Context: an optimization exercise on an open-source flow, tuned for small area, a short achievable clock period and few clock cycles per item. The choices shown serve that exercise and are no tape-out recipe.
In this exercise RTL edits were held to simulation tests only and were not proved equivalent to the original.
Power is estimated from default activity; no workload was simulated.

--- flow/standard.sh ---
#!/bin/bash
# synth_recipe.tcl (not shown) runs the flow's synth.tcl, then flattens the netlist and writes it again
# the make line also repeats each setting of config.mk as NAME=value (left out here)
make -C /OpenROAD-flow-scripts/flow DESIGN_CONFIG=/design/flow/config.mk WORK_HOME=/design/flow/orfs CLKGATE_MAP_FILE= SYNTH_SCRIPT=/design/flow/synth_recipe.tcl "${@:-finish}"
--- flow/design.v ---
module curve_tangler (
    input  wire        clk,
    input  wire        rst,         
    input  wire        cmd_valid,
    output wire        cmd_ready,
    input  wire [1:0]  cmd_op,
    input  wire [63:0] cmd_arg,
    output wire        rsp_valid,
    input  wire        rsp_ready,
    output wire [63:0] rsp_data
);
    reg  valid;
    assign cmd_ready = ~valid | rsp_ready;
    assign rsp_valid = valid;
    wire hil = cmd_op[1];
    wire det = cmd_op[0];
    wire ent = hil & ~det;           
    wire [31:0] ax = cmd_arg[63:32];
    wire [31:0] ay = cmd_arg[31:0];
    wire [31:0] u, s, lm01, lm10, lv0, lv1;
    genvar k;
    generate for (k = 0; k < 32; k = k + 1) begin : g_leaf
        assign u[k]    = det ? cmd_arg[2*k+1] : ax[k];
        assign s[k]    = det ? cmd_arg[2*k] : (ax[k] ^ ay[k]);
        assign lm01[k] = ent & s[k];
        assign lm10[k] = ent & ~s[k];
        assign lv0[k]  = hil & s[k] & u[k];
        assign lv1[k]  = hil & ~(s[k] | u[k]);
    end endgenerate
    wire gmc_1;
    assign gmc_1 = (lv0[31] ^ (lm01[30] & lv1[31]) ^ lv0[30]);
    wire gmp_2;
    assign gmp_2 = ((lm10[30] & lv0[31]) ^ lv1[31] ^ lv1[30]);
    wire gm_3;
    assign gm_3 = ~((lm01[28] & lm10[29]));
    wire gm_4;
    assign gm_4 = (lm01[29] ^ lm01[28]);
    wire gm_5;
    assign gm_5 = (lm10[28] ^ lm10[29]);
    wire gm_6;
    assign gm_6 = ~((lm10[28] & lm01[29]));
    wire gm_7;
    assign gm_7 = (lv0[29] ^ (lm01[28] & lv1[29]) ^ lv0[28]);
    wire gm_8;
    assign gm_8 = ((lm10[28] & lv0[29]) ^ lv1[29] ^ lv1[28]);
    wire gmc_9;
    assign gmc_9 = ((gm_3 & gmc_1) ^ (gm_4 & gmp_2) ^ gm_7);
    wire gmp_10;
    assign gmp_10 = ((gm_5 & gmc_1) ^ (gm_6 & gmp_2) ^ gm_8);
    wire gm_11;
    assign gm_11 = ~((lm01[26] & lm10[27]));
    wire gm_12;
    assign gm_12 = (lm01[27] ^ lm01[26]);
    wire gm_13;
    assign gm_13 = (lm10[26] ^ lm10[27]);
    wire gm_14;
    assign gm_14 = ~((lm10[26] & lm01[27]));
    wire gm_15;
    assign gm_15 = (lv0[27] ^ (lm01[26] & lv1[27]) ^ lv0[26]);
    wire gm_16;
    assign gm_16 = ((lm10[26] & lv0[27]) ^ lv1[27] ^ lv1[26]);
    wire gm_17;
    assign gm_17 = ~((lm01[24] & lm10[25]));
    wire gm_18;
    assign gm_18 = (lm01[25] ^ lm01[24]);
    wire gm_19;
    assign gm_19 = (lm10[24] ^ lm10[25]);
    wire gm_20;
    assign gm_20 = ~((lm10[24] & lm01[25]));
    wire gm_21;
    assign gm_21 = (lv0[25] ^ (lm01[24] & lv1[25]) ^ lv0[24]);
    wire gm_22;
    assign gm_22 = ((lm10[24] & lv0[25]) ^ lv1[25] ^ lv1[24]);
    wire gm_23;
    assign gm_23 = ((gm_17 & gm_11) ^ (gm_18 & gm_13));
    wire gm_24;
    assign gm_24 = ((gm_17 & gm_12) ^ (gm_18 & gm_14));
    wire gm_25;
    assign gm_25 = ((gm_19 & gm_11) ^ (gm_20 & gm_13));
    wire gm_26;
    assign gm_26 = ((gm_19 & gm_12) ^ (gm_20 & gm_14));
    wire gm_27;
    assign gm_27 = ((gm_17 & gm_15) ^ (gm_18 & gm_16) ^ gm_21);
    wire gm_28;
    assign gm_28 = ((gm_19 & gm_15) ^ (gm_20 & gm_16) ^ gm_22);
    wire gm_29;
    assign gm_29 = ~((lm01[22] & lm10[23]));
    wire gm_30;
    assign gm_30 = (lm01[23] ^ lm01[22]);
    wire gm_31;
    assign gm_31 = (lm10[22] ^ lm10[23]);
    wire gm_32;
    assign gm_32 = ~((lm10[22] & lm01[23]));
    wire gm_33;
    assign gm_33 = (lv0[23] ^ (lm01[22] & lv1[23]) ^ lv0[22]);
    wire gm_34;
    assign gm_34 = ((lm10[22] & lv0[23]) ^ lv1[23] ^ lv1[22]);
    wire gm_35;
    assign gm_35 = ~((lm01[20] & lm10[21]));
    wire gm_36;
    assign gm_36 = (lm01[21] ^ lm01[20]);
    wire gm_37;
    assign gm_37 = (lm10[20] ^ lm10[21]);
    wire gm_38;
    assign gm_38 = ~((lm10[20] & lm01[21]));
    wire gm_39;
    assign gm_39 = (lv0[21] ^ (lm01[20] & lv1[21]) ^ lv0[20]);
    wire gm_40;
    assign gm_40 = ((lm10[20] & lv0[21]) ^ lv1[21] ^ lv1[20]);
    wire gm_41;
    assign gm_41 = ((gm_35 & gm_29) ^ (gm_36 & gm_31));
    wire gm_42;
    assign gm_42 = ((gm_35 & gm_30) ^ (gm_36 & gm_32));
    wire gm_43;
    assign gm_43 = ((gm_37 & gm_29) ^ (gm_38 & gm_31));
    wire gm_44;
    assign gm_44 = ((gm_37 & gm_30) ^ (gm_38 & gm_32));
    wire gm_45;
    assign gm_45 = ((gm_35 & gm_33) ^ (gm_36 & gm_34) ^ gm_39);
    wire gm_46;
    assign gm_46 = ((gm_37 & gm_33) ^ (gm_38 & gm_34) ^ gm_40);
    wire gm_47;
    assign gm_47 = ~((lm01[18] & lm10[19]));
    wire gm_48;
    assign gm_48 = (lm01[19] ^ lm01[18]);
    wire gm_49;
    assign gm_49 = (lm10[18] ^ lm10[19]);
    wire gm_50;
    assign gm_50 = ~((lm10[18] & lm01[19]));
    wire gm_51;
    assign gm_51 = (lv0[19] ^ (lm01[18] & lv1[19]) ^ lv0[18]);
    wire gm_52;
    assign gm_52 = ((lm10[18] & lv0[19]) ^ lv1[19] ^ lv1[18]);
    wire gm_53;
    assign gm_53 = ~((lm01[16] & lm10[17]));
    wire gm_54;
    assign gm_54 = (lm01[17] ^ lm01[16]);
    wire gm_55;
    assign gm_55 = (lm10[16] ^ lm10[17]);
    wire gm_56;
    assign gm_56 = ~((lm10[16] & lm01[17]));
    wire gm_57;
    assign gm_57 = (lv0[17] ^ (lm01[16] & lv1[17]) ^ lv0[16]);
    wire gm_58;
    assign gm_58 = ((lm10[16] & lv0[17]) ^ lv1[17] ^ lv1[16]);
    wire gm_59;
    assign gm_59 = ((gm_53 & gm_47) ^ (gm_54 & gm_49));
    wire gm_60;
    assign gm_60 = ((gm_53 & gm_48) ^ (gm_54 & gm_50));
    wire gm_61;
    assign gm_61 = ((gm_55 & gm_47) ^ (gm_56 & gm_49));
    wire gm_62;
    assign gm_62 = ((gm_55 & gm_48) ^ (gm_56 & gm_50));
    wire gm_63;
    assign gm_63 = ((gm_53 & gm_51) ^ (gm_54 & gm_52) ^ gm_57);
    wire gm_64;
    assign gm_64 = ((gm_55 & gm_51) ^ (gm_56 & gm_52) ^ gm_58);
    wire gm_65;
    assign gm_65 = ~((lm01[14] & lm10[15]));
    wire gm_66;
    assign gm_66 = (lm01[15] ^ lm01[14]);
    wire gm_67;
    assign gm_67 = (lm10[14] ^ lm10[15]);
    wire gm_68;
    assign gm_68 = ~((lm10[14] & lm01[15]));
    wire gm_69;
    assign gm_69 = (lv0[15] ^ (lm01[14] & lv1[15]) ^ lv0[14]);
    wire gm_70;
    assign gm_70 = ((lm10[14] & lv0[15]) ^ lv1[15] ^ lv1[14]);
    wire gm_71;
    assign gm_71 = ~((lm01[12] & lm10[13]));
    wire gm_72;
    assign gm_72 = (lm01[13] ^ lm01[12]);
    wire gm_73;
    assign gm_73 = (lm10[12] ^ lm10[13]);
    wire gm_74;
    assign gm_74 = ~((lm10[12] & lm01[13]));
    wire gm_75;
    assign gm_75 = (lv0[13] ^ (lm01[12] & lv1[13]) ^ lv0[12]);
    wire gm_76;
    assign gm_76 = ((lm10[12] & lv0[13]) ^ lv1[13] ^ lv1[12]);
    wire gm_77;
    assign gm_77 = ((gm_71 & gm_65) ^ (gm_72 & gm_67));
    wire gm_78;
    assign gm_78 = ((gm_71 & gm_66) ^ (gm_72 & gm_68));
    wire gm_79;
    assign gm_79 = ((gm_73 & gm_65) ^ (gm_74 & gm_67));
    wire gm_80;
    assign gm_80 = ((gm_73 & gm_66) ^ (gm_74 & gm_68));
    wire gm_81;
    assign gm_81 = ((gm_71 & gm_69) ^ (gm_72 & gm_70) ^ gm_75);
    wire gm_82;
    assign gm_82 = ((gm_73 & gm_69) ^ (gm_74 & gm_70) ^ gm_76);
    wire gm_83;
    assign gm_83 = ~((lm01[10] & lm10[11]));
    wire gm_84;
    assign gm_84 = (lm01[11] ^ lm01[10]);
    wire gm_85;
    assign gm_85 = (lm10[10] ^ lm10[11]);
    wire gm_86;
    assign gm_86 = ~((lm10[10] & lm01[11]));
    wire gm_87;
    assign gm_87 = (lv0[11] ^ (lm01[10] & lv1[11]) ^ lv0[10]);
    wire gm_88;
    assign gm_88 = ((lm10[10] & lv0[11]) ^ lv1[11] ^ lv1[10]);
    wire gm_89;
    assign gm_89 = ~((lm01[8] & lm10[9]));
    wire gm_90;
    assign gm_90 = (lm01[9] ^ lm01[8]);
    wire gm_91;
    assign gm_91 = (lm10[8] ^ lm10[9]);
    wire gm_92;
    assign gm_92 = ~((lm10[8] & lm01[9]));
    wire gm_93;
    assign gm_93 = (lv0[9] ^ (lm01[8] & lv1[9]) ^ lv0[8]);
    wire gm_94;
    assign gm_94 = ((lm10[8] & lv0[9]) ^ lv1[9] ^ lv1[8]);
    wire gm_95;
    assign gm_95 = ((gm_89 & gm_83) ^ (gm_90 & gm_85));
    wire gm_96;
    assign gm_96 = ((gm_89 & gm_84) ^ (gm_90 & gm_86));
    wire gm_97;
    assign gm_97 = ((gm_91 & gm_83) ^ (gm_92 & gm_85));
    wire gm_98;
    assign gm_98 = ((gm_91 & gm_84) ^ (gm_92 & gm_86));
    wire gm_99;
    assign gm_99 = ((gm_89 & gm_87) ^ (gm_90 & gm_88) ^ gm_93);
    wire gm_100;
    assign gm_100 = ((gm_91 & gm_87) ^ (gm_92 & gm_88) ^ gm_94);
    wire gm_101;
    assign gm_101 = ~((lm01[6] & lm10[7]));
    wire gm_102;
    assign gm_102 = (lm01[7] ^ lm01[6]);
    wire gm_103;
    assign gm_103 = (lm10[6] ^ lm10[7]);
    wire gm_104;
    assign gm_104 = ~((lm10[6] & lm01[7]));
    wire gm_105;
    assign gm_105 = (lv0[7] ^ (lm01[6] & lv1[7]) ^ lv0[6]);
    wire gm_106;
    assign gm_106 = ((lm10[6] & lv0[7]) ^ lv1[7] ^ lv1[6]);
    wire gm_107;
    assign gm_107 = ~((lm01[4] & lm10[5]));
    wire gm_108;
    assign gm_108 = (lm01[5] ^ lm01[4]);
    wire gm_109;
    assign gm_109 = (lm10[4] ^ lm10[5]);
    wire gm_110;
    assign gm_110 = ~((lm10[4] & lm01[5]));
    wire gm_111;
    assign gm_111 = (lv0[5] ^ (lm01[4] & lv1[5]) ^ lv0[4]);
    wire gm_112;
    assign gm_112 = ((lm10[4] & lv0[5]) ^ lv1[5] ^ lv1[4]);
    wire gm_113;
    assign gm_113 = ((gm_107 & gm_101) ^ (gm_108 & gm_103));
    wire gm_114;
    assign gm_114 = ((gm_107 & gm_102) ^ (gm_108 & gm_104));
    wire gm_115;
    assign gm_115 = ((gm_109 & gm_101) ^ (gm_110 & gm_103));
    wire gm_116;
    assign gm_116 = ((gm_109 & gm_102) ^ (gm_110 & gm_104));
    wire gm_117;
    assign gm_117 = ((gm_107 & gm_105) ^ (gm_108 & gm_106) ^ gm_111);
    wire gm_118;
    assign gm_118 = ((gm_109 & gm_105) ^ (gm_110 & gm_106) ^ gm_112);
    wire gm_119;
    assign gm_119 = ~((lm01[2] & lm10[3]));
    wire gm_120;
    assign gm_120 = (lm01[3] ^ lm01[2]);
    wire gm_121;
    assign gm_121 = (lm10[2] ^ lm10[3]);
    wire gm_122;
    assign gm_122 = ~((lm10[2] & lm01[3]));
    wire gm_123;
    assign gm_123 = (lv0[3] ^ (lm01[2] & lv1[3]) ^ lv0[2]);
    wire gm_124;
    assign gm_124 = ((lm10[2] & lv0[3]) ^ lv1[3] ^ lv1[2]);
    wire gm_125;
    assign gm_125 = ~((lm01[0] & lm10[1]));
    wire gm_126;
    assign gm_126 = (lm01[1] ^ lm01[0]);
    wire gm_127;
    assign gm_127 = (lm10[0] ^ lm10[1]);
    wire gm_128;
    assign gm_128 = ~((lm10[0] & lm01[1]));
    wire gm_129;
    assign gm_129 = (lv0[1] ^ (lm01[0] & lv1[1]) ^ lv0[0]);
    wire gm_130;
    assign gm_130 = ((lm10[0] & lv0[1]) ^ lv1[1] ^ lv1[0]);
    wire gm_131;
    assign gm_131 = ((gm_125 & gm_119) ^ (gm_126 & gm_121));
    wire gm_132;
    assign gm_132 = ((gm_125 & gm_120) ^ (gm_126 & gm_122));
    wire gm_133;
    assign gm_133 = ((gm_127 & gm_119) ^ (gm_128 & gm_121));
    wire gm_134;
    assign gm_134 = ((gm_127 & gm_120) ^ (gm_128 & gm_122));
    wire gm_135;
    assign gm_135 = ((gm_125 & gm_123) ^ (gm_126 & gm_124) ^ gm_129);
    wire gm_136;
    assign gm_136 = ((gm_127 & gm_123) ^ (gm_128 & gm_124) ^ gm_130);
    wire skc_137;
    assign skc_137 = ((gm_23 & gmc_9) ^ (gm_24 & gmp_10) ^ gm_27);
    wire skp_138;
    assign skp_138 = ((gm_25 & gmc_9) ^ (gm_26 & gmp_10) ^ gm_28);
    wire sk_139;
    assign sk_139 = ((gm_59 & gm_41) ^ (gm_60 & gm_43));
    wire sk_140;
    assign sk_140 = ((gm_59 & gm_42) ^ (gm_60 & gm_44));
    wire sk_141;
    assign sk_141 = ((gm_61 & gm_41) ^ (gm_62 & gm_43));
    wire sk_142;
    assign sk_142 = ((gm_61 & gm_42) ^ (gm_62 & gm_44));
    wire sk_143;
    assign sk_143 = ((gm_59 & gm_45) ^ (gm_60 & gm_46) ^ gm_63);
    wire sk_144;
    assign sk_144 = ((gm_61 & gm_45) ^ (gm_62 & gm_46) ^ gm_64);
    wire sk_145;
    assign sk_145 = ((gm_95 & gm_77) ^ (gm_96 & gm_79));
    wire sk_146;
    assign sk_146 = ((gm_95 & gm_78) ^ (gm_96 & gm_80));
    wire sk_147;
    assign sk_147 = ((gm_97 & gm_77) ^ (gm_98 & gm_79));
    wire sk_148;
    assign sk_148 = ((gm_97 & gm_78) ^ (gm_98 & gm_80));
    wire sk_149;
    assign sk_149 = ((gm_95 & gm_81) ^ (gm_96 & gm_82) ^ gm_99);
    wire sk_150;
    assign sk_150 = ((gm_97 & gm_81) ^ (gm_98 & gm_82) ^ gm_100);
    wire sk_151;
    assign sk_151 = ((gm_131 & gm_113) ^ (gm_132 & gm_115));
    wire sk_152;
    assign sk_152 = ((gm_131 & gm_114) ^ (gm_132 & gm_116));
    wire sk_153;
    assign sk_153 = ((gm_133 & gm_113) ^ (gm_134 & gm_115));
    wire sk_154;
    assign sk_154 = ((gm_133 & gm_114) ^ (gm_134 & gm_116));
    wire sk_155;
    assign sk_155 = ((gm_131 & gm_117) ^ (gm_132 & gm_118) ^ gm_135);
    wire sk_156;
    assign sk_156 = ((gm_133 & gm_117) ^ (gm_134 & gm_118) ^ gm_136);
    wire skc_157;
    assign skc_157 = ((gm_41 & skc_137) ^ (gm_42 & skp_138) ^ gm_45);
    wire skp_158;
    assign skp_158 = ((gm_43 & skc_137) ^ (gm_44 & skp_138) ^ gm_46);
    wire skc_159;
    assign skc_159 = ((sk_139 & skc_137) ^ (sk_140 & skp_138) ^ sk_143);
    wire skp_160;
    assign skp_160 = ((sk_141 & skc_137) ^ (sk_142 & skp_138) ^ sk_144);
    wire sk_161;
    assign sk_161 = ((gm_113 & sk_145) ^ (gm_114 & sk_147));
    wire sk_162;
    assign sk_162 = ((gm_113 & sk_146) ^ (gm_114 & sk_148));
    wire sk_163;
    assign sk_163 = ((gm_115 & sk_145) ^ (gm_116 & sk_147));
    wire sk_164;
    assign sk_164 = ((gm_115 & sk_146) ^ (gm_116 & sk_148));
    wire sk_165;
    assign sk_165 = ((gm_113 & sk_149) ^ (gm_114 & sk_150) ^ gm_117);
    wire sk_166;
    assign sk_166 = ((gm_115 & sk_149) ^ (gm_116 & sk_150) ^ gm_118);
    wire sk_167;
    assign sk_167 = ((sk_151 & sk_145) ^ (sk_152 & sk_147));
    wire sk_168;
    assign sk_168 = ((sk_151 & sk_146) ^ (sk_152 & sk_148));
    wire sk_169;
    assign sk_169 = ((sk_153 & sk_145) ^ (sk_154 & sk_147));
    wire sk_170;
    assign sk_170 = ((sk_153 & sk_146) ^ (sk_154 & sk_148));
    wire sk_171;
    assign sk_171 = ((sk_151 & sk_149) ^ (sk_152 & sk_150) ^ sk_155);
    wire sk_172;
    assign sk_172 = ((sk_153 & sk_149) ^ (sk_154 & sk_150) ^ sk_156);
    wire skc_173;
    assign skc_173 = ((gm_77 & skc_159) ^ (gm_78 & skp_160) ^ gm_81);
    wire skp_174;
    assign skp_174 = ((gm_79 & skc_159) ^ (gm_80 & skp_160) ^ gm_82);
    wire skc_175;
    assign skc_175 = ((sk_145 & skc_159) ^ (sk_146 & skp_160) ^ sk_149);
    wire skp_176;
    assign skp_176 = ((sk_147 & skc_159) ^ (sk_148 & skp_160) ^ sk_150);
    wire skc_177;
    assign skc_177 = ((sk_161 & skc_159) ^ (sk_162 & skp_160) ^ sk_165);
    wire skp_178;
    assign skp_178 = ((sk_163 & skc_159) ^ (sk_164 & skp_160) ^ sk_166);
    wire skc_179;
    assign skc_179 = ((sk_167 & skc_159) ^ (sk_168 & skp_160) ^ sk_171);
    wire skp_180;
    assign skp_180 = ((sk_169 & skc_159) ^ (sk_170 & skp_160) ^ sk_172);
    wire [6:0] n_c, n_p;
    assign n_c[6] = gmc_9;
    assign n_p[6] = gmp_10;
    assign n_c[5] = skc_137;
    assign n_p[5] = skp_138;
    assign n_c[4] = skc_157;
    assign n_p[4] = skp_158;
    assign n_c[3] = skc_159;
    assign n_p[3] = skp_160;
    assign n_c[2] = skc_173;
    assign n_p[2] = skp_174;
    assign n_c[1] = skc_175;
    assign n_p[1] = skp_176;
    assign n_c[0] = skc_177;
    assign n_p[0] = skp_178;
    wire [31:0] tau;
    assign tau[31] = 1'b0;
    wire tq_181;
    assign tq_181 = (s[30] ? lv1[31] : lv0[31]);
    assign tau[30] = tq_181;
    wire lwc_182;
    assign lwc_182 = (lv0[31] ^ (lm01[30] & lv1[31]) ^ lv0[30]);
    wire lwp_183;
    assign lwp_183 = ((lm10[30] & lv0[31]) ^ lv1[31] ^ lv1[30]);
    wire tq_184;
    assign tq_184 = (s[29] ? lwp_183 : lwc_182);
    assign tau[29] = tq_184;
    wire lwc_185;
    assign lwc_185 = (lwc_182 ^ (lm01[29] & lwp_183) ^ lv0[29]);
    wire lwp_186;
    assign lwp_186 = ((lm10[29] & lwc_182) ^ lwp_183 ^ lv1[29]);
    wire tq_187;
    assign tq_187 = (s[28] ? lwp_186 : lwc_185);
    assign tau[28] = tq_187;
    assign tau[27] = 1'b0;
    wire tq_188;
    assign tq_188 = (s[26] ? lv1[27] : lv0[27]);
    assign tau[26] = tq_188;
    wire lwc_189;
    assign lwc_189 = (lv0[27] ^ (lm01[26] & lv1[27]) ^ lv0[26]);
    wire lwp_190;
    assign lwp_190 = ((lm10[26] & lv0[27]) ^ lv1[27] ^ lv1[26]);
    wire tq_191;
    assign tq_191 = (s[25] ? lwp_190 : lwc_189);
    assign tau[25] = tq_191;
    wire lwc_192;
    assign lwc_192 = (lwc_189 ^ (lm01[25] & lwp_190) ^ lv0[25]);
    wire lwp_193;
    assign lwp_193 = ((lm10[25] & lwc_189) ^ lwp_190 ^ lv1[25]);
    wire tq_194;
    assign tq_194 = (s[24] ? lwp_193 : lwc_192);
    assign tau[24] = tq_194;
    assign tau[23] = 1'b0;
    wire tq_195;
    assign tq_195 = (s[22] ? lv1[23] : lv0[23]);
    assign tau[22] = tq_195;
    wire lwc_196;
    assign lwc_196 = (lv0[23] ^ (lm01[22] & lv1[23]) ^ lv0[22]);
    wire lwp_197;
    assign lwp_197 = ((lm10[22] & lv0[23]) ^ lv1[23] ^ lv1[22]);
    wire tq_198;
    assign tq_198 = (s[21] ? lwp_197 : lwc_196);
    assign tau[21] = tq_198;
    wire lwc_199;
    assign lwc_199 = (lwc_196 ^ (lm01[21] & lwp_197) ^ lv0[21]);
    wire lwp_200;
    assign lwp_200 = ((lm10[21] & lwc_196) ^ lwp_197 ^ lv1[21]);
    wire tq_201;
    assign tq_201 = (s[20] ? lwp_200 : lwc_199);
    assign tau[20] = tq_201;
    assign tau[19] = 1'b0;
    wire tq_202;
    assign tq_202 = (s[18] ? lv1[19] : lv0[19]);
    assign tau[18] = tq_202;
    wire lwc_203;
    assign lwc_203 = (lv0[19] ^ (lm01[18] & lv1[19]) ^ lv0[18]);
    wire lwp_204;
    assign lwp_204 = ((lm10[18] & lv0[19]) ^ lv1[19] ^ lv1[18]);
    wire tq_205;
    assign tq_205 = (s[17] ? lwp_204 : lwc_203);
    assign tau[17] = tq_205;
    wire lwc_206;
    assign lwc_206 = (lwc_203 ^ (lm01[17] & lwp_204) ^ lv0[17]);
    wire lwp_207;
    assign lwp_207 = ((lm10[17] & lwc_203) ^ lwp_204 ^ lv1[17]);
    wire tq_208;
    assign tq_208 = (s[16] ? lwp_207 : lwc_206);
    assign tau[16] = tq_208;
    assign tau[15] = 1'b0;
    wire tq_209;
    assign tq_209 = (s[14] ? lv1[15] : lv0[15]);
    assign tau[14] = tq_209;
    wire lwc_210;
    assign lwc_210 = (lv0[15] ^ (lm01[14] & lv1[15]) ^ lv0[14]);
    wire lwp_211;
    assign lwp_211 = ((lm10[14] & lv0[15]) ^ lv1[15] ^ lv1[14]);
    wire tq_212;
    assign tq_212 = (s[13] ? lwp_211 : lwc_210);
    assign tau[13] = tq_212;
    wire lwc_213;
    assign lwc_213 = (lwc_210 ^ (lm01[13] & lwp_211) ^ lv0[13]);
    wire lwp_214;
    assign lwp_214 = ((lm10[13] & lwc_210) ^ lwp_211 ^ lv1[13]);
    wire tq_215;
    assign tq_215 = (s[12] ? lwp_214 : lwc_213);
    assign tau[12] = tq_215;
    assign tau[11] = 1'b0;
    wire tq_216;
    assign tq_216 = (s[10] ? lv1[11] : lv0[11]);
    assign tau[10] = tq_216;
    wire lwc_217;
    assign lwc_217 = (lv0[11] ^ (lm01[10] & lv1[11]) ^ lv0[10]);
    wire lwp_218;
    assign lwp_218 = ((lm10[10] & lv0[11]) ^ lv1[11] ^ lv1[10]);
    wire tq_219;
    assign tq_219 = (s[9] ? lwp_218 : lwc_217);
    assign tau[9] = tq_219;
    wire lwc_220;
    assign lwc_220 = (lwc_217 ^ (lm01[9] & lwp_218) ^ lv0[9]);
    wire lwp_221;
    assign lwp_221 = ((lm10[9] & lwc_217) ^ lwp_218 ^ lv1[9]);
    wire tq_222;
    assign tq_222 = (s[8] ? lwp_221 : lwc_220);
    assign tau[8] = tq_222;
    assign tau[7] = 1'b0;
    wire tq_223;
    assign tq_223 = (s[6] ? lv1[7] : lv0[7]);
    assign tau[6] = tq_223;
    wire lwc_224;
    assign lwc_224 = (lv0[7] ^ (lm01[6] & lv1[7]) ^ lv0[6]);
    wire lwp_225;
    assign lwp_225 = ((lm10[6] & lv0[7]) ^ lv1[7] ^ lv1[6]);
    wire tq_226;
    assign tq_226 = (s[5] ? lwp_225 : lwc_224);
    assign tau[5] = tq_226;
    wire lwc_227;
    assign lwc_227 = (lwc_224 ^ (lm01[5] & lwp_225) ^ lv0[5]);
    wire lwp_228;
    assign lwp_228 = ((lm10[5] & lwc_224) ^ lwp_225 ^ lv1[5]);
    wire tq_229;
    assign tq_229 = (s[4] ? lwp_228 : lwc_227);
    assign tau[4] = tq_229;
    assign tau[3] = 1'b0;
    wire tq_230;
    assign tq_230 = (s[2] ? lv1[3] : lv0[3]);
    assign tau[2] = tq_230;
    wire lwc_231;
    assign lwc_231 = (lv0[3] ^ (lm01[2] & lv1[3]) ^ lv0[2]);
    wire lwp_232;
    assign lwp_232 = ((lm10[2] & lv0[3]) ^ lv1[3] ^ lv1[2]);
    wire tq_233;
    assign tq_233 = (s[1] ? lwp_232 : lwc_231);
    assign tau[1] = tq_233;
    wire lwc_234;
    assign lwc_234 = (lwc_231 ^ (lm01[1] & lwp_232) ^ lv0[1]);
    wire lwp_235;
    assign lwp_235 = ((lm10[1] & lwc_231) ^ lwp_232 ^ lv1[1]);
    wire tq_236;
    assign tq_236 = (s[0] ? lwp_235 : lwc_234);
    assign tau[0] = tq_236;
    wire [31:0] n_o, n_m;
    generate for (k = 0; k < 32; k = k + 1) begin : g_pre
        assign n_o[k] = hil ? (u[k] ^ tau[k]) : (det ? cmd_arg[2*k] : ay[k]);
        assign n_m[k] = hil ? s[k] : (det ? (cmd_arg[2*k+1] ^ cmd_arg[2*k]) : ax[k]);
    end endgenerate
    reg         r_ent, r_det;
    reg  [31:0] r_o, r_m;
    reg  [6:0] r_c, r_p;
    always @(posedge clk) begin
        if (rst)
            valid <= 1'b0;
        else if (cmd_ready)
            valid <= cmd_valid;
        if (cmd_ready) begin
            r_ent <= ent;
            r_det <= det;
            r_o   <= n_o;
            r_m   <= n_m;
            r_c   <= n_c;
            r_p   <= n_p;
        end
    end
    wire [31:0] fo;
    assign fo[31] = r_o[31];
    assign fo[30] = r_o[30];
    assign fo[29] = r_o[29];
    assign fo[28] = r_o[28];
    wire qq_237;
    assign qq_237 = ((~r_m[27] & r_c[6]) ^ (r_m[27] & r_p[6]));
    assign fo[27] = r_o[27] ^ qq_237;
    wire lf_238;
    assign lf_238 = (r_m[26] ^ (r_m[27] & ~r_m[26]));
    wire lf_239;
    assign lf_239 = (~r_m[26] ^ (~r_m[27] & r_m[26]));
    wire lf_240;
    assign lf_240 = (r_ent ? lf_239 : ~r_m[26]);
    wire lf_241;
    assign lf_241 = (r_ent ? lf_238 : r_m[26]);
    wire qq_242;
    assign qq_242 = ((lf_240 & r_c[6]) ^ (lf_241 & r_p[6]));
    assign fo[26] = r_o[26] ^ qq_242;
    wire lf_243;
    assign lf_243 = (r_m[25] ^ (r_m[26] & ~r_m[25]));
    wire lf_244;
    assign lf_244 = (~r_m[25] ^ (~r_m[26] & r_m[25]));
    wire lf_245;
    assign lf_245 = (lf_243 ^ (r_m[27] & lf_244));
    wire lf_246;
    assign lf_246 = (lf_244 ^ (~r_m[27] & lf_243));
    wire lf_247;
    assign lf_247 = (r_ent ? lf_246 : ~r_m[25]);
    wire lf_248;
    assign lf_248 = (r_ent ? lf_245 : r_m[25]);
    wire qq_249;
    assign qq_249 = ((lf_247 & r_c[6]) ^ (lf_248 & r_p[6]));
    assign fo[25] = r_o[25] ^ qq_249;
    wire lf_250;
    assign lf_250 = (r_m[24] ^ (r_m[25] & ~r_m[24]));
    wire lf_251;
    assign lf_251 = (~r_m[24] ^ (~r_m[25] & r_m[24]));
    wire lf_252;
    assign lf_252 = (lf_250 ^ (r_m[26] & lf_251));
    wire lf_253;
    assign lf_253 = (lf_251 ^ (~r_m[26] & lf_250));
    wire lf_254;
    assign lf_254 = (lf_252 ^ (r_m[27] & lf_253));
    wire lf_255;
    assign lf_255 = (lf_253 ^ (~r_m[27] & lf_252));
    wire lf_256;
    assign lf_256 = (r_ent ? lf_255 : ~r_m[24]);
    wire lf_257;
    assign lf_257 = (r_ent ? lf_254 : r_m[24]);
    wire qq_258;
    assign qq_258 = ((lf_256 & r_c[6]) ^ (lf_257 & r_p[6]));
    assign fo[24] = r_o[24] ^ qq_258;
    wire qq_259;
    assign qq_259 = ((~r_m[23] & r_c[5]) ^ (r_m[23] & r_p[5]));
    assign fo[23] = r_o[23] ^ qq_259;
    wire lf_260;
    assign lf_260 = (r_m[22] ^ (r_m[23] & ~r_m[22]));
    wire lf_261;
    assign lf_261 = (~r_m[22] ^ (~r_m[23] & r_m[22]));
    wire lf_262;
    assign lf_262 = (r_ent ? lf_261 : ~r_m[22]);
    wire lf_263;
    assign lf_263 = (r_ent ? lf_260 : r_m[22]);
    wire qq_264;
    assign qq_264 = ((lf_262 & r_c[5]) ^ (lf_263 & r_p[5]));
    assign fo[22] = r_o[22] ^ qq_264;
    wire lf_265;
    assign lf_265 = (r_m[21] ^ (r_m[22] & ~r_m[21]));
    wire lf_266;
    assign lf_266 = (~r_m[21] ^ (~r_m[22] & r_m[21]));
    wire lf_267;
    assign lf_267 = (lf_265 ^ (r_m[23] & lf_266));
    wire lf_268;
    assign lf_268 = (lf_266 ^ (~r_m[23] & lf_265));
    wire lf_269;
    assign lf_269 = (r_ent ? lf_268 : ~r_m[21]);
    wire lf_270;
    assign lf_270 = (r_ent ? lf_267 : r_m[21]);
    wire qq_271;
    assign qq_271 = ((lf_269 & r_c[5]) ^ (lf_270 & r_p[5]));
    assign fo[21] = r_o[21] ^ qq_271;
    wire lf_272;
    assign lf_272 = (r_m[20] ^ (r_m[21] & ~r_m[20]));
    wire lf_273;
    assign lf_273 = (~r_m[20] ^ (~r_m[21] & r_m[20]));
    wire lf_274;
    assign lf_274 = (lf_272 ^ (r_m[22] & lf_273));
    wire lf_275;
    assign lf_275 = (lf_273 ^ (~r_m[22] & lf_272));
    wire lf_276;
    assign lf_276 = (lf_274 ^ (r_m[23] & lf_275));
    wire lf_277;
    assign lf_277 = (lf_275 ^ (~r_m[23] & lf_274));
    wire lf_278;
    assign lf_278 = (r_ent ? lf_277 : ~r_m[20]);
    wire lf_279;
    assign lf_279 = (r_ent ? lf_276 : r_m[20]);
    wire qq_280;
    assign qq_280 = ((lf_278 & r_c[5]) ^ (lf_279 & r_p[5]));
    assign fo[20] = r_o[20] ^ qq_280;
    wire qq_281;
    assign qq_281 = ((~r_m[19] & r_c[4]) ^ (r_m[19] & r_p[4]));
    assign fo[19] = r_o[19] ^ qq_281;
    wire lf_282;
    assign lf_282 = (r_m[18] ^ (r_m[19] & ~r_m[18]));
    wire lf_283;
    assign lf_283 = (~r_m[18] ^ (~r_m[19] & r_m[18]));
    wire lf_284;
    assign lf_284 = (r_ent ? lf_283 : ~r_m[18]);
    wire lf_285;
    assign lf_285 = (r_ent ? lf_282 : r_m[18]);
    wire qq_286;
    assign qq_286 = ((lf_284 & r_c[4]) ^ (lf_285 & r_p[4]));
    assign fo[18] = r_o[18] ^ qq_286;
    wire lf_287;
    assign lf_287 = (r_m[17] ^ (r_m[18] & ~r_m[17]));
    wire lf_288;
    assign lf_288 = (~r_m[17] ^ (~r_m[18] & r_m[17]));
    wire lf_289;
    assign lf_289 = (lf_287 ^ (r_m[19] & lf_288));
    wire lf_290;
    assign lf_290 = (lf_288 ^ (~r_m[19] & lf_287));
    wire lf_291;
    assign lf_291 = (r_ent ? lf_290 : ~r_m[17]);
    wire lf_292;
    assign lf_292 = (r_ent ? lf_289 : r_m[17]);
    wire qq_293;
    assign qq_293 = ((lf_291 & r_c[4]) ^ (lf_292 & r_p[4]));
    assign fo[17] = r_o[17] ^ qq_293;
    wire lf_294;
    assign lf_294 = (r_m[16] ^ (r_m[17] & ~r_m[16]));
    wire lf_295;
    assign lf_295 = (~r_m[16] ^ (~r_m[17] & r_m[16]));
    wire lf_296;
    assign lf_296 = (lf_294 ^ (r_m[18] & lf_295));
    wire lf_297;
    assign lf_297 = (lf_295 ^ (~r_m[18] & lf_294));
    wire lf_298;
    assign lf_298 = (lf_296 ^ (r_m[19] & lf_297));
    wire lf_299;
    assign lf_299 = (lf_297 ^ (~r_m[19] & lf_296));
    wire lf_300;
    assign lf_300 = (r_ent ? lf_299 : ~r_m[16]);
    wire lf_301;
    assign lf_301 = (r_ent ? lf_298 : r_m[16]);
    wire qq_302;
    assign qq_302 = ((lf_300 & r_c[4]) ^ (lf_301 & r_p[4]));
    assign fo[16] = r_o[16] ^ qq_302;
    wire qq_303;
    assign qq_303 = ((~r_m[15] & r_c[3]) ^ (r_m[15] & r_p[3]));
    assign fo[15] = r_o[15] ^ qq_303;
    wire lf_304;
    assign lf_304 = (r_m[14] ^ (r_m[15] & ~r_m[14]));
    wire lf_305;
    assign lf_305 = (~r_m[14] ^ (~r_m[15] & r_m[14]));
    wire lf_306;
    assign lf_306 = (r_ent ? lf_305 : ~r_m[14]);
    wire lf_307;
    assign lf_307 = (r_ent ? lf_304 : r_m[14]);
    wire qq_308;
    assign qq_308 = ((lf_306 & r_c[3]) ^ (lf_307 & r_p[3]));
    assign fo[14] = r_o[14] ^ qq_308;
    wire lf_309;
    assign lf_309 = (r_m[13] ^ (r_m[14] & ~r_m[13]));
    wire lf_310;
    assign lf_310 = (~r_m[13] ^ (~r_m[14] & r_m[13]));
    wire lf_311;
    assign lf_311 = (lf_309 ^ (r_m[15] & lf_310));
    wire lf_312;
    assign lf_312 = (lf_310 ^ (~r_m[15] & lf_309));
    wire lf_313;
    assign lf_313 = (r_ent ? lf_312 : ~r_m[13]);
    wire lf_314;
    assign lf_314 = (r_ent ? lf_311 : r_m[13]);
    wire qq_315;
    assign qq_315 = ((lf_313 & r_c[3]) ^ (lf_314 & r_p[3]));
    assign fo[13] = r_o[13] ^ qq_315;
    wire lf_316;
    assign lf_316 = (r_m[12] ^ (r_m[13] & ~r_m[12]));
    wire lf_317;
    assign lf_317 = (~r_m[12] ^ (~r_m[13] & r_m[12]));
    wire lf_318;
    assign lf_318 = (lf_316 ^ (r_m[14] & lf_317));
    wire lf_319;
    assign lf_319 = (lf_317 ^ (~r_m[14] & lf_316));
    wire lf_320;
    assign lf_320 = (lf_318 ^ (r_m[15] & lf_319));
    wire lf_321;
    assign lf_321 = (lf_319 ^ (~r_m[15] & lf_318));
    wire lf_322;
    assign lf_322 = (r_ent ? lf_321 : ~r_m[12]);
    wire lf_323;
    assign lf_323 = (r_ent ? lf_320 : r_m[12]);
    wire qq_324;
    assign qq_324 = ((lf_322 & r_c[3]) ^ (lf_323 & r_p[3]));
    assign fo[12] = r_o[12] ^ qq_324;
    wire qq_325;
    assign qq_325 = ((~r_m[11] & r_c[2]) ^ (r_m[11] & r_p[2]));
    assign fo[11] = r_o[11] ^ qq_325;
    wire lf_326;
    assign lf_326 = (r_m[10] ^ (r_m[11] & ~r_m[10]));
    wire lf_327;
    assign lf_327 = (~r_m[10] ^ (~r_m[11] & r_m[10]));
    wire lf_328;
    assign lf_328 = (r_ent ? lf_327 : ~r_m[10]);
    wire lf_329;
    assign lf_329 = (r_ent ? lf_326 : r_m[10]);
    wire qq_330;
    assign qq_330 = ((lf_328 & r_c[2]) ^ (lf_329 & r_p[2]));
    assign fo[10] = r_o[10] ^ qq_330;
    wire lf_331;
    assign lf_331 = (r_m[9] ^ (r_m[10] & ~r_m[9]));
    wire lf_332;
    assign lf_332 = (~r_m[9] ^ (~r_m[10] & r_m[9]));
    wire lf_333;
    assign lf_333 = (lf_331 ^ (r_m[11] & lf_332));
    wire lf_334;
    assign lf_334 = (lf_332 ^ (~r_m[11] & lf_331));
    wire lf_335;
    assign lf_335 = (r_ent ? lf_334 : ~r_m[9]);
    wire lf_336;
    assign lf_336 = (r_ent ? lf_333 : r_m[9]);
    wire qq_337;
    assign qq_337 = ((lf_335 & r_c[2]) ^ (lf_336 & r_p[2]));
    assign fo[9] = r_o[9] ^ qq_337;
    wire lf_338;
    assign lf_338 = (r_m[8] ^ (r_m[9] & ~r_m[8]));
    wire lf_339;
    assign lf_339 = (~r_m[8] ^ (~r_m[9] & r_m[8]));
    wire lf_340;
    assign lf_340 = (lf_338 ^ (r_m[10] & lf_339));
    wire lf_341;
    assign lf_341 = (lf_339 ^ (~r_m[10] & lf_338));
    wire lf_342;
    assign lf_342 = (lf_340 ^ (r_m[11] & lf_341));
    wire lf_343;
    assign lf_343 = (lf_341 ^ (~r_m[11] & lf_340));
    wire lf_344;
    assign lf_344 = (r_ent ? lf_343 : ~r_m[8]);
    wire lf_345;
    assign lf_345 = (r_ent ? lf_342 : r_m[8]);
    wire qq_346;
    assign qq_346 = ((lf_344 & r_c[2]) ^ (lf_345 & r_p[2]));
    assign fo[8] = r_o[8] ^ qq_346;
    wire qq_347;
    assign qq_347 = ((~r_m[7] & r_c[1]) ^ (r_m[7] & r_p[1]));
    assign fo[7] = r_o[7] ^ qq_347;
    wire lf_348;
    assign lf_348 = (r_m[6] ^ (r_m[7] & ~r_m[6]));
    wire lf_349;
    assign lf_349 = (~r_m[6] ^ (~r_m[7] & r_m[6]));
    wire lf_350;
    assign lf_350 = (r_ent ? lf_349 : ~r_m[6]);
    wire lf_351;
    assign lf_351 = (r_ent ? lf_348 : r_m[6]);
    wire qq_352;
    assign qq_352 = ((lf_350 & r_c[1]) ^ (lf_351 & r_p[1]));
    assign fo[6] = r_o[6] ^ qq_352;
    wire lf_353;
    assign lf_353 = (r_m[5] ^ (r_m[6] & ~r_m[5]));
    wire lf_354;
    assign lf_354 = (~r_m[5] ^ (~r_m[6] & r_m[5]));
    wire lf_355;
    assign lf_355 = (lf_353 ^ (r_m[7] & lf_354));
    wire lf_356;
    assign lf_356 = (lf_354 ^ (~r_m[7] & lf_353));
    wire lf_357;
    assign lf_357 = (r_ent ? lf_356 : ~r_m[5]);
    wire lf_358;
    assign lf_358 = (r_ent ? lf_355 : r_m[5]);
    wire qq_359;
    assign qq_359 = ((lf_357 & r_c[1]) ^ (lf_358 & r_p[1]));
    assign fo[5] = r_o[5] ^ qq_359;
    wire lf_360;
    assign lf_360 = (r_m[4] ^ (r_m[5] & ~r_m[4]));
    wire lf_361;
    assign lf_361 = (~r_m[4] ^ (~r_m[5] & r_m[4]));
    wire lf_362;
    assign lf_362 = (lf_360 ^ (r_m[6] & lf_361));
    wire lf_363;
    assign lf_363 = (lf_361 ^ (~r_m[6] & lf_360));
    wire lf_364;
    assign lf_364 = (lf_362 ^ (r_m[7] & lf_363));
    wire lf_365;
    assign lf_365 = (lf_363 ^ (~r_m[7] & lf_362));
    wire lf_366;
    assign lf_366 = (r_ent ? lf_365 : ~r_m[4]);
    wire lf_367;
    assign lf_367 = (r_ent ? lf_364 : r_m[4]);
    wire qq_368;
    assign qq_368 = ((lf_366 & r_c[1]) ^ (lf_367 & r_p[1]));
    assign fo[4] = r_o[4] ^ qq_368;
    wire qq_369;
    assign qq_369 = ((~r_m[3] & r_c[0]) ^ (r_m[3] & r_p[0]));
    assign fo[3] = r_o[3] ^ qq_369;
    wire lf_370;
    assign lf_370 = (r_m[2] ^ (r_m[3] & ~r_m[2]));
    wire lf_371;
    assign lf_371 = (~r_m[2] ^ (~r_m[3] & r_m[2]));
    wire lf_372;
    assign lf_372 = (r_ent ? lf_371 : ~r_m[2]);
    wire lf_373;
    assign lf_373 = (r_ent ? lf_370 : r_m[2]);
    wire qq_374;
    assign qq_374 = ((lf_372 & r_c[0]) ^ (lf_373 & r_p[0]));
    assign fo[2] = r_o[2] ^ qq_374;
    wire lf_375;
    assign lf_375 = (r_m[1] ^ (r_m[2] & ~r_m[1]));
    wire lf_376;
    assign lf_376 = (~r_m[1] ^ (~r_m[2] & r_m[1]));
    wire lf_377;
    assign lf_377 = (lf_375 ^ (r_m[3] & lf_376));
    wire lf_378;
    assign lf_378 = (lf_376 ^ (~r_m[3] & lf_375));
    wire lf_379;
    assign lf_379 = (r_ent ? lf_378 : ~r_m[1]);
    wire lf_380;
    assign lf_380 = (r_ent ? lf_377 : r_m[1]);
    wire qq_381;
    assign qq_381 = ((lf_379 & r_c[0]) ^ (lf_380 & r_p[0]));
    assign fo[1] = r_o[1] ^ qq_381;
    wire lf_382;
    assign lf_382 = (r_m[0] ^ (r_m[1] & ~r_m[0]));
    wire lf_383;
    assign lf_383 = (~r_m[0] ^ (~r_m[1] & r_m[0]));
    wire lf_384;
    assign lf_384 = (lf_382 ^ (r_m[2] & lf_383));
    wire lf_385;
    assign lf_385 = (lf_383 ^ (~r_m[2] & lf_382));
    wire lf_386;
    assign lf_386 = (lf_384 ^ (r_m[3] & lf_385));
    wire lf_387;
    assign lf_387 = (lf_385 ^ (~r_m[3] & lf_384));
    wire lf_388;
    assign lf_388 = (r_ent ? lf_387 : ~r_m[0]);
    wire lf_389;
    assign lf_389 = (r_ent ? lf_386 : r_m[0]);
    wire qq_390;
    assign qq_390 = ((lf_388 & r_c[0]) ^ (lf_389 & r_p[0]));
    assign fo[0] = r_o[0] ^ qq_390;
    wire [63:0] ent_res, det_res;
    generate for (k = 0; k < 32; k = k + 1) begin : g_res
        assign ent_res[2*k+1] = fo[k];
        assign ent_res[2*k]   = r_m[k];
        assign det_res[32+k]  = fo[k];
        assign det_res[k]     = fo[k] ^ r_m[k];
    end endgenerate
    assign rsp_data = r_det ? det_res : ent_res;
endmodule
--- flow/flow/run.sh ---
#!/bin/bash
# The standard layout, with these changes to how it is made:
#  - if flow/abc_area.script exists, ABC maps the logic with it
#  - the setup repair aims at the slack margin in flow/margin.txt
#  - the port buffers are sky130_fd_sc_hd__buf_1
# Registers, constraints and clock period are those of the standard flow.
set -euo pipefail
MARGIN=$(cat flow/margin.txt)
rm -rf scripts_x
cp -r "$FLOW_HOME/scripts" scripts_x
if [[ -f flow/abc_area.script ]]; then
  cp flow/abc_area.script scripts_x/abc_area.script
fi
bash standard.sh "SCRIPTS_DIR=$PWD/scripts_x" "SETUP_SLACK_MARGIN=$MARGIN" \
  "BUFFER_PORTS_ARGS=-buffer_cell sky130_fd_sc_hd__buf_1" finish > flow_make.log 2>&1
--- flow/constraint.sdc ---
create_clock -name core_clock -period 10.0 [get_ports {clk}]
set_input_delay 2.0000 -clock core_clock [delete_from_list [all_inputs] [get_ports {clk}]]
set_output_delay 2.0000 -clock core_clock [all_outputs]
set_load 0.01 [all_outputs]
--- flow/config.mk ---
export PLATFORM = sky130hd
export DESIGN_NAME = curve_tangler
export DESIGN_NICKNAME = curve_tangler
export VERILOG_FILES = /design/flow/design.v
export SDC_FILE = /design/flow/constraint.sdc
export NUM_CORES = 4
export LEC_CHECK = 0
export ABC_AREA = 1
export CAP_MARGIN = 20
export CORE_MARGIN = 2
export CORE_UTILIZATION = 40
export GPL_ROUTABILITY_DRIVEN = 1
export GPL_TIMING_DRIVEN = 1
export PLACE_DENSITY = 0.6
export SLEW_MARGIN = 20
--- flow/flow/margin.txt ---
4.8
==> notes.md, run 1 <==
Relative slew slack -> 47.8%
Most instantiated cells after synthesis -> 637 x nand2_1, 252 x inv_1, 197 x o21ai_0
GPL Wtd Cong -> 0.929
Syn_nets -> 2108
Ys async rst share -> 0%
Largest cells by area after synthesis -> edfxtp_1 20%, nand2_1 20%, o21ai_0 8.2%
Worst skew pair latency -> 0.33 ns
Ant. Diodes -> 0
Number of DRC markers in iteration 0 -> 1170
CP max FO -> 35
Compound-cell area share of the yosys netlist -> 16.1%
Top-count cell post-synth -> nand2_1
Cell Area, Synth -> 12100 um^2
Crit path time final -> 5.03 ns
Delay-heaviest family, CP -> flip-flops
Max-slew violation count -> 0
Drt pass-1 iters -> 5
Simple-gate share of the synthesized area -> 38.3%
Design Area, Final -> 13200 um^2
DR WL/cell -> 15.7 um
Register area share after synthesis -> 20.0%
GRT Residual Overflow -> 0
Cell count after synthesis -> 2038
First-pass GRT wire length -> 61.4 mm
Post-DRT Antenna Nets -> 0
Placed Area -> 12700 um^2
Final Hold Violating Endpoints -> 0
Setup TNS Final -> 0 ns
EDFF count, synth -> 80
Crit path kind -> reg -> out
Number of synthesized register bits -> 81
Layout Nets -> 2194
Post-synthesis xor/xnor area fraction -> 12.5%
CTS tree -> built
Synth top area share -> 19.9%
Total global-route track usage -> 24.8%
Num ports -> 136
Multiplexer area fraction after synthesis -> 1.00%
Max clock buf depth -> 2
Initial Utilization -> 40.7%
Netlist cell types -> 52
Cell Rows -> 63
Syn Area/Cell -> 5.93 um^2
Data required time of the worst path -> 8.00 ns
Placed insts -> 2498
Main synth FF type -> edfxtp_1
MaxCap Viol Count -> 0
CORE AREA -> 29700 um^2
RSZ-0062 raised after global routing -> false
Width of the die -> 178 um
Power Density -> 157 nW/um^2
Hold Path Class -> reg -> reg
Post-DP HPWL -> 31.5 mm
TritonCTS Buffers -> 9
Largest net degree at the start of global routing -> 84
Clk sinks -> 81
H-tree levels -> 3
Fmax -> 199 MHz
Synthesis-to-layout area growth -> 9.39%
Run status -> no timing/DRC/antenna violations
Port Buffers -> 135
Final worst-path cycle share -> 50.3%
Arrival time worst endpoint -> 3.03 ns
Drt total wl -> 39.7 mm
Die height -> 178 um
Yosys warns -> 1
Worst path slowest cell -> edfxtp_1
Leakage power figure -> 6.42 nW
Critical path cell sequence -> clkinv_4 -> a21oi_1 -> o221ai_1 -> xnor2_1 -> xor2_1 -> xor2_1 -> o21ai_0 -> buf_1
Finished Layout Cells -> 2519
Share of cells above drive strength 1 -> 7.80%
Hold slack -> 0.898 ns
Biggest area consumer among synthesized cells -> edfxtp_1
Vias/cell -> 5.20
Worst Path Buf+Inv -> 2
Antenna violations before repair -> 0
Vias in the first global route -> 11600
Slew @ Worst Pin -> 0.782 ns
Crit start category -> register
Area share of fa/ha/maj cells after synthesis -> 0%
DRC -> 0
Largest family of logic cells by synthesized area -> simple AND/OR/NAND/NOR gates
Crit end category -> output pin
Via count -> 13100
DIE AREA -> 31600 um^2
Worst VDD drop -> 90.6 uV
Clock-pin slew on the worst setup and hold paths -> 0.06 ns
CP peak stage delay -> 0.78 ns
Most numerous cell on the critical path -> xor2_1
Layout Skew -> 0.00699 ns
Final setup vio count -> 0
Root buf cell -> clkbuf_16
[registers in the layout, indices dropped and copies added (netlist names)]
signal,count
r_m,32
r_o,32
r_c,7
r_p,7
r_det,1
r_ent,1
valid,1
[tightest hold or removal path, cell delays in order, from the launching register on]
cell,delay [ns]
dfxtp_1,0.33
nand2_4,0.40
a21oi_1,0.12
[cell usage in the layout, fill, tap and decap left out, drive strengths merged, types with 11 or more instances in the layout]
cell type and count:
buf 144, nor2 155, nand2 683, nand3 193, xnor2 73, mux2i 11
o21ai 214, inv 285, a21oi 89, xor2 94, edfxtp 80, o22ai 12
nor3 18
[cell type report]
class	count	area (um^2)
flip-flops and latches	81	2420
fillers	3196	16500
clock inverters	7	52.6
clock buffers	9	225
inverters	284	1110
repair buffers	145	698
multi-input cells	1603	8230
well taps	390	488
[power by group]
group	switching (W)	internal [W]	leakage (nW)
clock network	0.000131	0.000170	0.132
logic	0.000825	0.000421	5.43
registers	0.0000719	0.000459	0.855
total	0.00103	0.00105	6.42
[kinds of logic after synthesis]
kind of cell,after synthesis
and+or+nand+nor,1070
buffers and inverters,355
AOI/OAI and AO/OA,353
xor gates and xnor gates,167
DFF,81
muxes,12
[timing repair]
item,4_1_cts,5_1_grt
hold buffers,0,0
cloned,1,1
resized for setup,12,27
buffers inserted,2,1
pin swaps,1,1
setup endpoints to repair,56,11
[routing by layer]
layer | GRT usage [%] | vias to the layer above | share of wire, %
met1 | 35.3 | 5917 | 48
met4 | 8.64 | 0 | 3.0
met3 | 2.19 | 45 | 5.8
li1 | - | 6732 | -
met5 | 0 | - | 0
met2 | 39.3 | 396 | 43
[worst paths after layout]
| check | start | endpoint | slack, ns | cells past startpoint |
|---|---|---|---|---|
| max | r_ent$_DFFE_PP_ | rsp_data[25] | 4.97 | 8 |
| min | valid$_SDFFE_PP0P_ | valid$_SDFFE_PP0P_ | 0.90 | 2 |
| max reg2reg | valid$_SDFFE_PP0P_ | r_o[11]$_DFFE_PP_ | 8.32 | 2 |
| min reg2reg | valid$_SDFFE_PP0P_ | valid$_SDFFE_PP0P_ | 0.90 | 2 |
[stage by stage]
stage | utilization, % | power [W] | setup slack (ns)
floorplan | - | 0.00140 | 4.96
global placement | 42.9 | 0.00175 | 3.72
detailed placement | 42.9 | 0.00176 | 3.56
CTS | 44.0 | 0.00207 | 4.81
global route | 44.5 | 0.00226 | 4.81
finish | 44.5 | 0.00208 | 4.97
Testbench counts, summed over its fixed seeds: cycles 8,008, items 8,000.
==> run 2, diff against run 1 <==
==> flow/flow/margin.txt (replaced) <==
4.9
==> notes.md, run 2 <==
Run status -> no timing/DRC/antenna violations
Clk sinks -> 81
Layout Nets -> 2204
Width of the die -> 178 um
Total global-route track usage -> 24.9%
H-tree levels -> 3
Share of cells above drive strength 1 -> 8.60%
Max-slew violation count -> 0
Delay-heaviest family, CP -> compound AO/OA/AOI/OAI gates
Worst skew pair latency -> 0.33 ns
DR WL/cell -> 16.4 um
Commonest non-fill, non-tap cell in the layout -> nand2_1
Critical path cell sequence -> nor2_1 -> inv_1 -> o21ai_0 -> o21ai_0 -> nand3_1 -> nand3_1 -> xnor2_1 -> xor2_1 -> xor2_1 -> o21ai_0 -> buf_1
Register area share after synthesis -> 20.0%
Largest cells by area after synthesis -> edfxtp_1 20%, nand2_1 20%, o21ai_0 8.2%
Worst VDD drop -> 90.6 uV
Placed insts -> 2498
Antenna violations before repair -> 0
Design Area, Final -> 13500 um^2
CTS tree -> built
Fin util -> 45.3%
Biggest area consumer among synthesized cells -> edfxtp_1
MaxCap Viol Count -> 0
Max clock buf depth -> 2
First-pass GRT wire length -> 61.5 mm
Crit path time final -> 4.85 ns
Final setup vio count -> 0
Yosys warns -> 1
Arrival time worst endpoint -> 2.85 ns
Netlist cell types -> 52
Vias/cell -> 5.23
Crit start category -> register
RSZ-0062 raised after global routing -> true
Main synth FF type -> edfxtp_1
Ant. Diodes -> 0
Clock-pin slew on the worst setup and hold paths -> 0.06 ns
Cell Rows -> 63
Number of synthesized register bits -> 81
Finished Layout Cells -> 2529
Commonest non-fill, non-tap cells in the layout -> 634 x nand2_1, 252 x inv_1, 196 x o21ai_0, 176 x nand3_1, 133 x buf_1
Top-count cell post-synth -> nand2_1
GPL Wtd Cong -> 0.929
Drt total wl -> 41.6 mm
Ys async rst share -> 0%
Die height -> 178 um
Slew @ Worst Pin -> 0.773 ns
Largest net degree at the start of global routing -> 84
Hold Path Class -> reg -> reg
Port Buffers -> 135
Data required time of the worst path -> 8.00 ns
Post-DP HPWL -> 31.5 mm
Cell count after synthesis -> 2038
Crit end category -> output pin
Drt pass-1 iters -> 5
Cell Area, Synth -> 12100 um^2
Synthesis-to-layout area growth -> 11.3%
Syn Area/Cell -> 5.93 um^2
Leakage power figure -> 6.52 nW
Relative slew slack -> 48.4%
Crit path kind -> reg -> out
Number of DRC markers in iteration 0 -> 1201
Layout Skew -> 0.00624 ns
Vias in the first global route -> 11600
Via count -> 13200
EDFF count, synth -> 80
TritonCTS Buffers -> 9
GRT Residual Overflow -> 0
Hold_sp -> valid$_SDFFE_PP0P_
WP depth -> 11
Num ports -> 136
Worst Hold End -> valid$_SDFFE_PP0P_
Worst path slowest cell -> edfxtp_1
Worst R2R End -> r_o[11]$_DFFE_PP_
DIE AREA -> 31600 um^2
Syn_nets -> 2108
Power Density -> 156 nW/um^2
Worst Path Buf+Inv -> 2
Fmax -> 206 MHz
Final Hold Violating Endpoints -> 0
Final worst-path cycle share -> 48.5%
Most instantiated cells after synthesis -> 637 x nand2_1, 252 x inv_1, 197 x o21ai_0
Worst Reg-to-Reg Cells -> 2
Placed Area -> 12700 um^2
Initial Utilization -> 40.7%
Post-DRT Antenna Nets -> 0
Hold path depth -> 2
Setup TNS Final -> 0 ns
R2r startpoint -> valid$_SDFFE_PP0P_
CP peak stage delay -> 0.55 ns
Most numerous cell on the critical path -> o21ai_0
CP max FO -> 8
Root buf cell -> clkbuf_16
CORE AREA -> 29700 um^2
Top Registers -> r_m: 32 flops, r_o: 32 flops
PnR Total Power -> 0.00210 W
Synth top area share -> 19.9%
DRC -> 0
FF-to-FF setup slack -> 8.31 ns
==> run 2: changes by cell type in the layout (fill, tap and decap cells not counted), moves of 2 or more <==
cell       delta
nand3_1       -2
nor2_1        -2
nand3_2       +2
a21oi_2       +2
clkbuf_16     +4
a21oi_1       -2
buf_4         +3
==> run 2: report_power, final <==
group / internal (W) / switching (W)
clock: 0.000170 / 0.000131
sequential: 0.000459 / 0.0000701
combinational: 0.000429 / 0.000839
total: 0.00106 / 0.00104
==> run 2: cell type report <==
type | count | area (um^2)
clock buffer | 9 | 225
clock inverter | 7 | 52.6
fill | 3179 | 16300
inverter | 284 | 1120
multi-input combinational | 1603 | 8270
sequential | 81 | 2420
tap | 390 | 488
timing repair buffer | 153 | 848
timing repair inverter | 2 | 22.5
==> run 2: stage by stage <==
step / worst slack, ns / hold WS [ns]
2_1_floorplan: 4.96 / 1.52
6_report: 5.15 / 0.903
3_5_place_dp: 3.56 / 0.926
5_1_grt: 4.88 / 1.01
4_1_cts: 4.91 / 0.935
3_3_place_gp: 3.72 / 0.912
==> run 2: how the worst max path moves through the flow <==
stage / end / slack, ns / startpoint
4_1_cts: r_c[0]$_DFFE_PP_ / 4.91 / cmd_op[1]
5_1_grt: r_p[2]$_DFFE_PP_ / 4.88 / cmd_op[1]
2_1_floorplan: cmd_ready / 4.96 / rsp_ready
6_report: rsp_data[16] / 5.15 / r_m[17]$_DFFE_PP_
3_5_place_dp: r_p[2]$_DFFE_PP_ / 3.56 / cmd_op[1]
3_3_place_gp: r_p[1]$_DFFE_PP_ / 3.72 / cmd_op[1]
==> run 2: per-layer routing <==
| layer | GRT usage (%) | vias to the layer above | wire length [um] |
|---|---|---|---|
| li1 | - | 6763 | - |
| met3 | 2.19 | 48 | 2460 |
| met1 | 35.3 | 5986 | 19700 |
| met4 | 8.64 | 0 | 1150 |
| met5 | 0 | - | 0 |
| met2 | 39.4 | 438 | 18300 |
==> run 2: kinds of logic after synthesis <==
| family | share of synthesized area (%) |
|---|---|
| multiplexers | 1.00 |
| XOR/XNOR | 12.5 |
| AO/OA/AOI/OAI | 16.1 |
| buffers and inverters | 12.1 |
| AND/OR/NAND/NOR | 38.3 |
| flip-flops | 20.0 |
==> run 2: what timing repair did <==
item / 4_1_cts / 5_1_grt
pin swaps: 1 / 2
setup buffers: 2 / 5
hold buffers: 0 / 0
setup endpoints to repair: 58 / 13
gates cloned: 1 / 7
resized for setup: 16 / 36
==> run 2: worst reg2reg max path: cells and delay by family (launching register included) <==
kind	cells	cell delay [ns]
simple gates	1	0.41
buf+inv	1	0.57
flops	1	0.33
==> run 3, diff against run 2 <==
==> flow/flow/margin.txt (replaced) <==
5.1
==> notes.md, run 3 <==
Cell Area, Synth -> 12100 um^2
Share of cells above drive strength 1 -> 12.4%
Antenna violations before repair -> 1
Clock-pin slew on the worst setup and hold paths -> 0.07 ns
Leakage power figure -> 6.74 nW
Layout Skew -> 0.0149 ns
Crit start category -> input pin
CTS tree -> built
Drt pass-1 iters -> 5
Ys async rst share -> 0%
Hold_sp -> valid$_SDFFE_PP0P_
Via count -> 13400
CP max FO -> 9
Commonest non-fill, non-tap cell in the layout -> nand2_1
Drt total wl -> 41.2 mm
Post-DP HPWL -> 31.1 mm
Syn_nets -> 2108
DIE AREA -> 31600 um^2
Cell Rows -> 63
Multi-input logic area -> 8640 um^2
Largest cells by area after synthesis -> edfxtp_1 20%, nand2_1 20%, o21ai_0 8.2%
Hold Path Class -> reg -> reg
Synth top area share -> 19.9%
Relative slew slack -> 35.7%
Place WS -> 3.40 ns
Worst R2R End -> r_o[18]$_DFFE_PP_
Register area share after synthesis -> 20.0%
Cell count after synthesis -> 2038
Final Hold Violating Endpoints -> 0
H-tree levels -> 3
Worst VDD drop -> 97.4 uV
Number of DRC markers in iteration 0 -> 1379
CORE AREA -> 29700 um^2
Largest net degree at the start of global routing -> 80
Commonest non-fill, non-tap cells in the layout -> 612 x nand2_1, 252 x inv_1, 189 x o21ai_0, 161 x nand3_1, 133 x buf_1
Placed Area -> 12700 um^2
Crit path kind -> in -> reg
Critical path cell sequence -> clkbuf_16 -> buf_4 -> nor2_4 -> buf_12 -> buf_4 -> nand2_1 -> nor2_1 -> inv_2 -> nand2_2 -> nand2_1 -> xor2_2 -> buf_4 -> nand2_1 -> xor2_1 -> nand2_1 -> xnor2_1 -> inv_1 -> nand2_1 -> nand2_1 -> nand3_1 -> nand2_1
Register area -> 2420 um^2
Hold path depth -> 1
Design Area, Final -> 14000 um^2
TritonCTS Buffers -> 9
Biggest area consumer among synthesized cells -> edfxtp_1
Port Buffers -> 135
GRT Residual Overflow -> 0
Crit path time final -> 4.74 ns
Hold slack -> 0.579 ns
Die height -> 178 um
Synthesis-to-layout area growth -> 16.1%
Slew @ Worst Pin -> 0.964 ns
FF-to-FF setup slack -> 8.38 ns
RSZ-0062 raised after global routing -> false
Setup TNS Final -> 0 ns
DR WL/cell -> 16.1 um
Post-DRT Antenna Nets -> 0
Width of the die -> 178 um
Worst Path Buf+Inv -> 7
CP peak stage delay -> 0.29 ns
Yosys warns -> 1
Number of synthesized register bits -> 81
Power Density -> 155 nW/um^2
Fillers -> 3203
Worst Reg-to-Reg Cells -> 2
Top Registers -> r_m: 32 flops, r_o: 32 flops
Layout Nets -> 2230
EDFF count, synth -> 80
Root buf cell -> clkbuf_16
Ant. Diodes -> 0
Clk sinks -> 81
Worst skew pair latency -> 0.34 ns
DRC -> 0
Most instantiated cells after synthesis -> 637 x nand2_1, 252 x inv_1, 197 x o21ai_0
PnR Total Power -> 0.00217 W
Max-slew violation count -> 0
Max clock buf depth -> 2
Syn Area/Cell -> 5.93 um^2
Vias in the first global route -> 11700
Initial Utilization -> 40.7%
Netlist cell types -> 52
Worst Hold End -> r_m[21]$_DFFE_PP_
Final setup vio count -> 0
Vias/cell -> 5.26
Most numerous cell on the critical path -> nand2_1
Worst path slowest cell -> xor2_1
Delay-heaviest family, CP -> simple AND/OR/NAND/NOR gates
Arrival time worst endpoint -> 4.82 ns
Data required time of the worst path -> 10.08 ns
Crit end category -> register
Num ports -> 136
Run status -> no timing/DRC/antenna violations
Fmax -> 211 MHz
R2r startpoint -> valid$_SDFFE_PP0P_
First-pass GRT wire length -> 62.2 mm
Total global-route track usage -> 24.9%
Top-count cell post-synth -> nand2_1
Main synth FF type -> edfxtp_1
MaxCap Viol Count -> 0
Fin worst setup slack -> 5.26 ns
Final worst-path cycle share -> 47.4%
GPL Wtd Cong -> 0.898
-- run 3: cell counts after synthesis --
No cell type changed its count.
-- run 3: repair_timing --
item                                    in CTS  in global routing
buffers inserted                             2                 29
gates cloned                                 4                  6
endpoints found under the setup margin      63                 22
gates resized for setup                     20                120
hold buffers                                 0                  0
pin swaps                                    1                 29
-- run 3: logic make-up (layout without fill, tap and decap cells) --
| logic type | count (synthesis) | after routing | share of synthesized area, % |
|---|---|---|---|
| AOI/OAI and AO/OA | 353 | 353 | 16.1 |
| xor gates and xnor gates | 167 | 167 | 12.5 |
| buffers and inverters | 355 | 481 | 12.1 |
| DFF | 81 | 81 | 20.0 |
| muxes | 12 | 12 | 1.00 |
| and+or+nand+nor | 1070 | 1071 | 38.3 |
-- run 3: cell type report --
type	count	share of cell area, %
inverters	284	7.92
flip-flops and latches	81	17.3
clock inverters	7	0.553
repair buffers	177	7.12
multi-input cells	1603	61.6
clock buffers	9	1.60
repair inverters	4	0.490
well taps	390	3.48
-- run 3: worst max path at each step --
| stage | start | end | slack [ns] | cells after the start |
|---|---|---|---|---|
| final | cmd_op[0] | r_c[0]$_DFFE_PP_ | 5.26 | 21 |
| after floorplan | rsp_ready | cmd_ready | 5.37 | 2 |
| after detailed placement | cmd_op[1] | r_c[1]$_DFFE_PP_ | 3.40 | 24 |
| after global routing | cmd_op[0] | r_c[1]$_DFFE_PP_ | 5.07 | 26 |
| after global placement | cmd_op[1] | r_p[0]$_DFFE_PP_ | 3.51 | 18 |
| after CTS | cmd_op[1] | r_c[1]$_DFFE_PP_ | 5.08 | 25 |
-- run 3: power breakdown --
part	switching (W)	internal (W)
Clock	0.000135	0.000196
Sequential	0.0000725	0.000459
Combinational	0.000856	0.000457
Total	0.00106	0.00111
-- run 3: worst register-to-register path, cell delays in order, from the launching register on --
cell	delay [ns]
dfxtp_1	0.34
nand2_4	0.11
buf_4	0.77
-- run 3: stage by stage --
| stage | std cells | utilization (%) |
|---|---|---|
| finish | 2555 | 47.2 |
| global route | 2555 | 47.2 |
| CTS | 2520 | 44.5 |
| detailed placement | 2498 | 42.9 |
| global placement | 2498 | 42.9 |
| floorplan | 2038 | - |
-- run 3: layer usage --
metal  track usage (%)  routed length [um]  up-vias
met3              1.48                2280       57
met2              38.9               18000      431
met1              36.3               19700     6129
met4              8.47                1240        0
li1                  -                   -     6812
met5                 0                   0        -

static timing again, ports no longer ideal:
How much do the figures lean on ideal ports? The routed layouts below were timed once more, with nothing changed but the port constraints.
Step 1 (the two cells are an assumption about what drives the block):
set clk [get_ports {clk}]
set_driving_cell -lib_cell sky130_fd_sc_hd__clkbuf_16 $clk
set_driving_cell -lib_cell sky130_fd_sc_hd__buf_2 [delete_from_list [all_inputs] $clk]
Step 2 also shifts input and output timing later by t, the mid clock arrival at the registers, as if the neighbouring blocks saw the same clock.
Three values: no drivers, after step 1, after step 2; two values: the first two.
run	shift t [ns]	setup WS [ns]	worst setup path at the end	clock arrival spread, ns	worst register clock-pin slew, ns
run 1	0.370	4.969 / 4.928 / 4.761	input to register	0.011 / 0.011	0.06 / 0.06
run 2	0.370	5.153 / 5.111 / 4.757	input to register	0.011 / 0.011	0.06 / 0.06
run 3	0.370	5.260 / 5.143 / 4.772	input to register	0.016 / 0.015	0.07 / 0.07
After both steps every run listed still meets setup and hold. For run 3, which loses most, drivers alone change the setup slack by -0.117 ns; drivers and shift together by -0.488 ns.
